This is an optimization exercise on Yosys and OpenROAD, whose aim is small area, not a production implementation. Function was checked by simulation only, so behaviour that the tests miss may differ from the original. Power figures rest on the tool's default switching activity, not on a simulated workload.

--- flow/run.sh ---
#!/bin/bash
# synth_recipe.tcl (not shown) runs the flow's synth.tcl, then flattens the netlist and writes it again
# the make line also repeats each setting of config.mk as NAME=value (left out here)
make -C /OpenROAD-flow-scripts/flow DESIGN_CONFIG=/design/flow/config.mk WORK_HOME=/design/flow/orfs CLKGATE_MAP_FILE= SYNTH_SCRIPT=/design/flow/synth_recipe.tcl finish
--- flow/constraint.sdc ---
create_clock -name core_clock -period 14.0 [get_ports {clk}]
set_input_delay 2.8000 -clock core_clock [delete_from_list [all_inputs] [get_ports {clk}]]
set_output_delay 2.8000 -clock core_clock [all_outputs]
set_load 0.01 [all_outputs]
--- flow/design.v ---
module ada_rx (
    input  wire        clk,
    input  wire        rst,         
    input  wire        in_valid,
    input  wire [7:0]  in_data,
    output wire        in_ready,
    output wire        out_valid,
    input  wire        out_ready,
    output wire [1:0]  out_kind,    
    output wire [31:0] out_data,
    output wire        out_last
);
    localparam [2:0] SEEK_MARKER  = 3'd0,
                     READ_NAME    = 3'd1,
                     READ_LENGTH  = 3'd2,
                     READ_PAYLOAD = 3'd3,
                     READ_CRC     = 3'd4;
    localparam [2:0] ERR_NONE          = 3'h0,
                     ERR_CRC           = 3'h1,
                     ERR_OVERSIZE      = 3'h2,
                     ERR_UNKNOWN_NAME  = 3'h3,
                     ERR_NAME_TOO_LONG = 3'h4,
                     ERR_RESYNC        = 3'h5,
                     ERR_MALFORMED     = 3'h6,
                     ERR_ALLOC         = 3'h7;
    localparam [1:0] KIND_ERR  = 2'd1,
                     KIND_HDR  = 2'd2,
                     KIND_WORD = 2'd3;
    localparam [31:0] CRC_RESIDUE = 32'hDEBB20E3;
    function [31:0] crc_update(input [31:0] c_in, input [7:0] d);
        integer k;
        reg [31:0] c;
        begin
            c = c_in ^ {24'd0, d};
            for (k = 0; k < 8; k = k + 1)
                c = c[0] ? ((c >> 1) ^ 32'hEDB88320) : (c >> 1);
            crc_update = c;
        end
    endfunction
    reg [2:0]  phase;
    reg [1:0]  mk;             
    reg [7:0]  i;              
    reg [15:0] cand;           
    reg [3:0]  name_id;
    reg [7:0]  plen;           
    reg        f_over;         
    reg        f_mid;          
    reg [4:0]  w0s;            
    reg        fb_ok;          
    reg [31:0] crc;
    reg [4:0]  p;              
    reg [7:0]  ring0 [0:31];
    reg [7:0]  ring1 [0:31];
    reg [7:0]  ring2 [0:31];
    reg [7:0]  ring3 [0:31];
    reg        o_busy;
    reg        rd;             
    reg [1:0]  o_kind;
    reg [31:0] o_data;
    reg        o_last;
    wire [7:0] b = in_data;
    wire [4:0] tgt = i[4:0] + i[6:2];      
    wire       slot = (p == tgt);
    assign in_ready  = !o_busy && !rd &&
                       (phase != READ_PAYLOAD || i == 8'd0 || slot);
    assign out_valid = o_busy;
    assign out_kind  = o_kind;
    assign out_data  = o_data;
    assign out_last  = o_last;
    wire take = in_valid && in_ready;
    wire marker_hit = (mk == 2'd3) && (b == 8'h41);
    reg [1:0] mk_next;
    always @* begin
        if (marker_hit)
            mk_next = 2'd0;
        else if ((mk == 2'd0 && b == 8'h7E) || (mk == 2'd1 && b == 8'h41) ||
                 (mk == 2'd2 && b == 8'h44))
            mk_next = mk + 2'd1;
        else if (b == 8'h7E)
            mk_next = 2'd1;
        else
            mk_next = 2'd0;
    end
    function [7:0] nchar(input [3:0] id, input [4:0] q);
        reg [8*14-1:0] s;
        reg [3:0]      n;
        begin
            case (id)
                4'd0:  begin s = "SetColor";       n = 4'd8;  end
                4'd1:  begin s = "Breathe";        n = 4'd7;  end
                4'd2:  begin s = "Gradient";       n = 4'd8;  end
                4'd3:  begin s = "MovingGradient"; n = 4'd14; end
                4'd4:  begin s = "CrossFade";      n = 4'd9;  end
                4'd5:  begin s = "Rainbow";        n = 4'd7;  end
                4'd6:  begin s = "Fire";           n = 4'd4;  end
                4'd7:  begin s = "Twinkle";        n = 4'd7;  end
                4'd8:  begin s = "NeuralDrop";     n = 4'd10; end
                4'd9:  begin s = "WaterDrop";      n = 4'd9;  end
                4'd10: begin s = "StartRain";      n = 4'd9;  end
                4'd11: begin s = "StopRain";       n = 4'd8;  end
                4'd12: begin s = "Status";         n = 4'd6;  end
                4'd13: begin s = "EncodedBuffer";  n = 4'd13; end
                4'd14: begin s = "FullBuffer";     n = 4'd10; end
                default: begin s = "SpeedTest";    n = 4'd9;  end
            endcase
            if (q < {1'b0, n})
                nchar = s[8*(n-1-q) +: 8];
            else if (q == {1'b0, n})
                nchar = 8'h00;
            else
                nchar = 8'hFF;    
        end
    endfunction
    reg [15:0] cand_next;
    integer t;
    always @* begin
        for (t = 0; t < 16; t = t + 1)
            cand_next[t] = cand[t] && (i[7:5] == 3'd0) &&
                           (b == nchar(t[3:0], i[4:0])) &&
                           (i[4:0] <= 5'd14) && !(b == 8'hFF);
    end
    reg [3:0] id_enc;
    always @* begin
        id_enc = 4'd0;
        for (t = 0; t < 16; t = t + 1)
            if (cand_next[t]) id_enc = id_enc | t[3:0];
    end
    wire name_known = |cand_next;
    reg malformed;
    always @* begin
        case (name_id)
            4'd0:  malformed = (plen <  8) || (plen[1:0] != 2'd0);
            4'd1:  malformed = (plen != 12);
            4'd2:  malformed = (plen < 12) || (plen[1:0] != 2'd0);
            4'd3:  malformed = (plen < 12) || (plen[1:0] != 2'd0);
            4'd4:  malformed = (plen <  4) || (plen[1:0] != 2'd0);
            4'd5:  malformed = (plen !=  8);
            4'd6:  malformed = (plen != 12);
            4'd7:  malformed = (plen != 16);
            4'd8:  malformed = (plen !=  4);
            4'd9:  malformed = (plen != 12);
            4'd10: malformed = (plen !=  8);
            4'd11: malformed = (plen !=  0);
            4'd12: malformed = (plen !=  0);
            4'd13: malformed = (plen < 12) || (plen[2:0] != 3'd4);
            4'd14: malformed = (plen < 12) || (plen[1:0] != 2'd0) || !fb_ok;
            default: malformed = (plen != 0);
        endcase
    end
    wire [31:0] cur_word = {b, ring2[0], ring1[1], ring0[2]};
    wire [4:0]  cur_sat  = (|cur_word[31:5]) ? 5'd31 : cur_word[4:0];
    wire [9:0]  fb_prod  = w0s * cur_sat;
    wire [5:0]  fb_m     = plen[7:2] - 6'd3;
    wire [31:0] crc_next = crc_update(crc, b);
    reg       ev;
    reg [2:0] ev_code;
    always @* begin
        ev      = 1'b0;
        ev_code = ERR_NONE;
        if (marker_hit) begin
            if (phase != SEEK_MARKER) begin
                ev = 1'b1; ev_code = ERR_RESYNC;
            end
        end else begin
            case (phase)
                READ_NAME:
                    if (b == 8'h00) begin
                        if (!name_known) begin
                            ev = 1'b1; ev_code = ERR_UNKNOWN_NAME;
                        end
                    end else if (i[5]) begin
                        ev = 1'b1; ev_code = ERR_NAME_TOO_LONG;
                    end
                READ_LENGTH:
                    if (i[1:0] == 2'd3) begin
                        if (b != 8'd0 || f_over) begin
                            ev = 1'b1; ev_code = ERR_OVERSIZE;
                        end else if (f_mid || (plen[7] && plen[6:0] != 7'd0)) begin
                            ev = 1'b1; ev_code = ERR_ALLOC;
                        end
                    end
                READ_CRC:
                    if (i[1:0] == 2'd3) begin
                        ev = 1'b1;
                        if (crc_next != CRC_RESIDUE)
                            ev_code = ERR_CRC;
                        else if (malformed)
                            ev_code = ERR_MALFORMED;
                    end
                default: ;
            endcase
        end
    end
    wire wr = take && (phase == READ_PAYLOAD);
    integer q;
    always @(posedge clk) begin
        for (q = 1; q < 32; q = q + 1) begin
            ring0[q] <= ring0[q-1];
            ring1[q] <= ring1[q-1];
            ring2[q] <= ring2[q-1];
            ring3[q] <= ring3[q-1];
        end
        ring0[0] <= (wr && i[1:0] == 2'd0) ? b : ring0[31];
        ring1[0] <= (wr && i[1:0] == 2'd1) ? b : ring1[31];
        ring2[0] <= (wr && i[1:0] == 2'd2) ? b : ring2[31];
        ring3[0] <= (wr && i[1:0] == 2'd3) ? b : ring3[31];
    end
    always @(posedge clk) begin
        if (phase != READ_PAYLOAD && phase != READ_CRC)
            crc <= 32'hFFFFFFFF;
        else if (take)
            crc <= crc_next;
        if (wr && i == 8'd0)
            p <= 5'd1;
        else
            p <= p + 5'd1;
        if (rst) begin
            phase  <= SEEK_MARKER;
            mk     <= 2'd0;
            o_busy <= 1'b0;
            rd     <= 1'b0;
            p      <= 5'd0;
        end else begin
            if (o_busy && out_ready)
                o_busy <= 1'b0;
            if (rd && !o_busy && slot) begin
                o_busy <= 1'b1;
                o_kind <= KIND_WORD;
                o_data <= {ring3[28], ring2[29], ring1[30], ring0[31]};
                o_last <= (i[7:2] + 6'd1 == plen[7:2]);
                if (i[7:2] + 6'd1 == plen[7:2])
                    rd <= 1'b0;
                i      <= i + 8'd4;
            end
            if (take) begin
                mk <= mk_next;
                if (ev) begin
                    o_busy <= 1'b1;
                    if (ev_code != ERR_NONE) begin
                        o_kind <= KIND_ERR;
                        o_data <= {29'd0, ev_code};
                        o_last <= 1'b1;
                    end else begin
                        o_kind <= KIND_HDR;
                        o_data <= {18'd0, plen[7:2], 4'd0, name_id};
                        o_last <= (plen == 8'd0);
                        rd     <= (plen != 8'd0);
                    end
                end
                if (marker_hit || ev) begin
                    i     <= 8'd0;
                    cand  <= 16'hFFFF;
                    phase <= marker_hit ? READ_NAME : SEEK_MARKER;
                end else begin
                    case (phase)
                        READ_NAME:
                            if (b == 8'h00) begin
                                name_id <= id_enc;
                                i       <= 8'd0;
                                phase   <= READ_LENGTH;
                            end else begin
                                cand <= cand_next;
                                i    <= i + 8'd1;
                            end
                        READ_LENGTH: begin
                            i <= i + 8'd1;
                            case (i[1:0])
                                2'd0: plen <= b;
                                2'd1: begin
                                    f_over <= ({b, plen} > 16'd50000);
                                    f_mid  <= (b != 8'd0);
                                end
                                2'd2: f_over <= f_over || (b != 8'd0);
                                default: begin
                                    i     <= 8'd0;
                                    phase <= (plen == 8'd0) ? READ_CRC : READ_PAYLOAD;
                                end
                            endcase
                        end
                        READ_PAYLOAD: begin
                            if (i == 8'd3)
                                w0s <= cur_sat;
                            if (i == 8'd7)
                                fb_ok <= (fb_prod == {4'd0, fb_m});
                            i <= i + 8'd1;
                            if (i + 8'd1 == plen) begin
                                i     <= 8'd0;
                                phase <= READ_CRC;
                            end
                        end
                        READ_CRC:
                            i <= i + 8'd1;
                        default: ;
                    endcase
                end
            end
        end
    end
endmodule
--- flow/config.mk ---
export PLATFORM = sky130hd
export DESIGN_NAME = ada_rx
export DESIGN_NICKNAME = ada_rx
export VERILOG_FILES = /design/flow/design.v
export SDC_FILE = /design/flow/constraint.sdc
export NUM_CORES = 4
export LEC_CHECK = 0
export CAP_MARGIN = 20
export CORE_MARGIN = 2
export CORE_UTILIZATION = 40
export SLEW_MARGIN = 20
==> results.txt <==
[report_power, final]
part / switching, W / internal (W)
logic: 0.000184 / 0.000104
registers: 0.00000754 / 0.00331
clock network: 0.00123 / 0.00172
total: 0.00142 / 0.00513
[layer usage]
layer	up-vias	wire (µm)	GRT usage
met5	-	0	0
met4	0	2481	0.06298
met3	166	4742	0.02908
met2	739	34880	0.2722
met1	10220	38900	0.2611
li1	10060	-	-
[worst paths after layout]
kind	start	endpoint
setup / recovery	in_data[3]	fb_ok
setup reg to reg	i[2]	o_data[2]
hold reg to reg	ring0[29][6]	ring0[30][6]
hold / removal	ring0[29][6]	ring0[30][6]
[synth_stat cells (all sizes together) (10+ instances only)]
cell type  instances  area, µm²
xnor2            107      963.4
nand4             21      131.4
and3              23      143.9
buf               41      216.5
a31oi             26      162.7
o21ai            115      575.6
ha                53      663.1
nor2             130      504.2
nor4              40      250.2
fa                10      200.2
or2               17      106.4
o31ai             15      112.6
a211oi            24      180.2
o2111ai           15      131.4
or4               10      75.07
and2              22      137.6
clkbuf            97      364.1
nand2b            42      262.8
nand3             55      275.3
mux2i             53      530.5
o211ai            50      375.4
a21oi             87      435.4
a21boi            10      75.07
xor2              46      402.9
nor2b             57      356.6
inv               50      187.7
dfxtp           1068      21380
edfxtp            79       2372
mux2              16      180.2
nand2            188      705.7
nor3              41      205.2
o22ai             26      162.7
a2111oi           10      88.84
o21a              10      76.32
nor3b             11      82.58
or3               19      118.9
[worst reg2reg max path: cells and delay by family (launching register included)]
family,cells,cell delay (ns)
AO/OA/AOI/OAI,6,2.12
adder cells (fa/ha/maj),1,0.99
buffers and inverters,2,1.04
flip-flops,1,0.32
AND/OR/NAND/NOR,5,1.88
[metrics by stage]
stage | area, µm² | utilization
6_report | 40150 | 0.4642
2_1_floorplan | 34750 | -
3_5_place_dp | 36400 | 0.4209
4_1_cts | 40130 | 0.4640
3_3_place_gp | 36400 | 0.4209
5_1_grt | 40140 | 0.4641
[sequential cells by signal (all words and copies together), names as in the netlist, 16 cells and up]
register,cells
ring0,256
ring1,256
ring2,256
ring3,256
crc,32
o_data,32
cand,16
[cell type report]
class | instances | share of cell area
Sequential cell | 1147 | 0.5917
Multi-Input combinational cell | 1510 | 0.2549
Clock buffer | 145 | 0.07701
Tap cell | 1155 | 0.03600
Timing Repair Buffer | 88 | 0.01932
Clock inverter | 50 | 0.01580
Inverter | 55 | 0.005142
Antenna cell | 2 | 0.0001247
[logic make-up after synthesis]
family	after synthesis
flip-flops	1147
AND/OR/NAND/NOR	723
AO/OA/AOI/OAI	495
buffers and inverters	193
XOR/XNOR	160
multiplexers	69
adder cells (fa/ha/maj)	63
==> summary.txt <==
flop2flop setup slack - 7.36 ns
Worst setup EP type - register
slowest CP cell - fa_1
Mapped Nets - 2925
DRC violations left - 0
Critical Path AT - 8.93 ns
maximum vdd drop - 0.0001181 V
max cap viols - 0
die height - 298.8 µm
worst slew pin tran - 1.231 ns
Final Hold Fails - 0
first-pass GRT wire length - 125.1 mm
most common cell after layout, fill and taps aside - dfxtp_1
Simple-Gate Fraction of Synth Area - 0.1085
area delta synth->final - 15.52%
placed cell count - 3955
TritonCTS clock tree - built
CP Depth - 23
detailed placement HPWL - 52.19 mm
Yosys Warn Count - 5
worst stage delay on the critical path - 0.56 ns
CTS resizes - 0
Period minus WS final - 8.400 ns
initial antenna violation count - 3
Reg area - 23750 µm²
Fmax - 0.1191 GHz
CP bufs+invs - 4
drt wl/cell - 19.51 µm
Worst-path clk slew - 0.06 ns
XOR/XNOR Fraction of Synth Area - 0.04400
area taken by multi-input logic gates - 10230 µm²
worst-path cell chain - clkdlybuf4s50_1 -> buf_4 -> or2_2 -> nor4_1 -> nand2_1 -> or3_1 -> nor2_1 -> nor2b_1 -> fa_1 -> inv_1 -> fa_1 -> fa_1 -> inv_1 -> ha_1 -> nor2b_1 -> o21ai_0 -> nand2b_1 -> a21o_1 -> nor3b_1 -> a21oi_1 -> o22ai_1 -> nand4_1 -> nor2_1
fraction of layout cells with a size suffix above 1 - 0.09549
CP Max Fanout - 28
I/O pin cnt - 49
setup violators final - 0
setup repair bufs after CTS - 0
post-route setup slack - 5.600 ns
routed vias/inst - 5.103
Post-Layout Cell Count - 4152
Final #Nets - 2981
RSZ-0062 raised after global routing - no
CTS Buf Count - 104
hold path depth - 0
Synth cell types - 92
min-delay worst type - register to register
total track usage - 0.1800
Port Buffer Count - 48
largest family of logic cells by synthesized area - simple AND/OR/NAND/NOR gates
Async S/R FF share, synth - 0
initial core utilization - 0.4018
cell seen most often among critical-path stages - fa_1
Synth Flop Type - dfxtp_1
total gr overflow - 0
total negative slack - 0 ns
Clock Latency Late Sink - 0.67 ns
outcome - finished clean
DR vias - 21190
Max-slew headroom - 0.1742
EDFF count, synth - 79
most frequent cells in the layout - 1068 x dfxtp_1, 187 x nand2_1, 129 x nor2_1
WL final - 81.01 mm
CTS Buffer Depth - 3
CP required - 14.53 ns
die area - 89250 µm²
Die W - 298.8 µm
row count - 108
Mapped Avg Cell Area - 12.19 µm²
Top delay family on crit path - simple AND/OR/NAND/NOR gates
clock sink count - 1147
Root Buffer - clkbuf_16
core area - 86480 µm²
max-slew violations - 0
leak pwr - 15.86 nW
post-cts hold buffer count - 0
mapped cell area - 34750 µm²
CTS HTree Levels - 3
Detailed Route Iter0 Violations - 1330
Synth Area in Compound Gates - 0.09606
CP Launch Type - input pin
Final GP Congestion - 0.9319
synthesized instance count - 2850
Setup CP Type - input pin to register
Worst Skew - 0.02068 ns
Yosys reg bits - 1147
vias in the first global route - 21000
post-route clock period utilization - 0.6000
Hold Slack - 0.3133 ns
Power Density - 163.0 nW/µm²
1st-pass router iterations - 6
pre-CTS WS - 5.030 ns
mux share of post-synthesis cell area - 0.02045
adder and majority gate portion of the synthesized area - 0.02484
worst reg-to-reg path cell count - 14
Design Power - 0.006546 W
sequential share of the synthesized area - 0.6835
DRT antenna net count - 0
Layout fillers - 7828
pin count of the biggest net entering global routing - 74

-- separate check: timing with driven ports --
In the flow no input, the clock included, has a driving cell. The finished layout below was timed again as built, in two steps. Step 1 (the two cells are an assumption about what drives the block):
set clk [get_ports {clk}]
set_driving_cell -lib_cell sky130_fd_sc_hd__clkbuf_16 $clk
set_driving_cell -lib_cell sky130_fd_sc_hd__buf_2 [delete_from_list [all_inputs] $clk]
Step 2 moves the port delays by t, midway between the first and last clock arrival at a register: inputs arrive t later, outputs are due t later. That takes back most of the time a late clock gives input paths. Three values: ideal ports, drivers, drivers and shift; two values: the first two.
shift t [ns]: 0.727
slack for setup (ns): 5.600 / 5.644 / 4.917
worst register clock-pin slew, ns: 0.07 / 0.07
pins driven straight from the clock port: 1
After both steps this run still meets setup and hold. For this run, drivers alone change the setup slack by +0.044 ns; drivers and shift together by -0.683 ns.
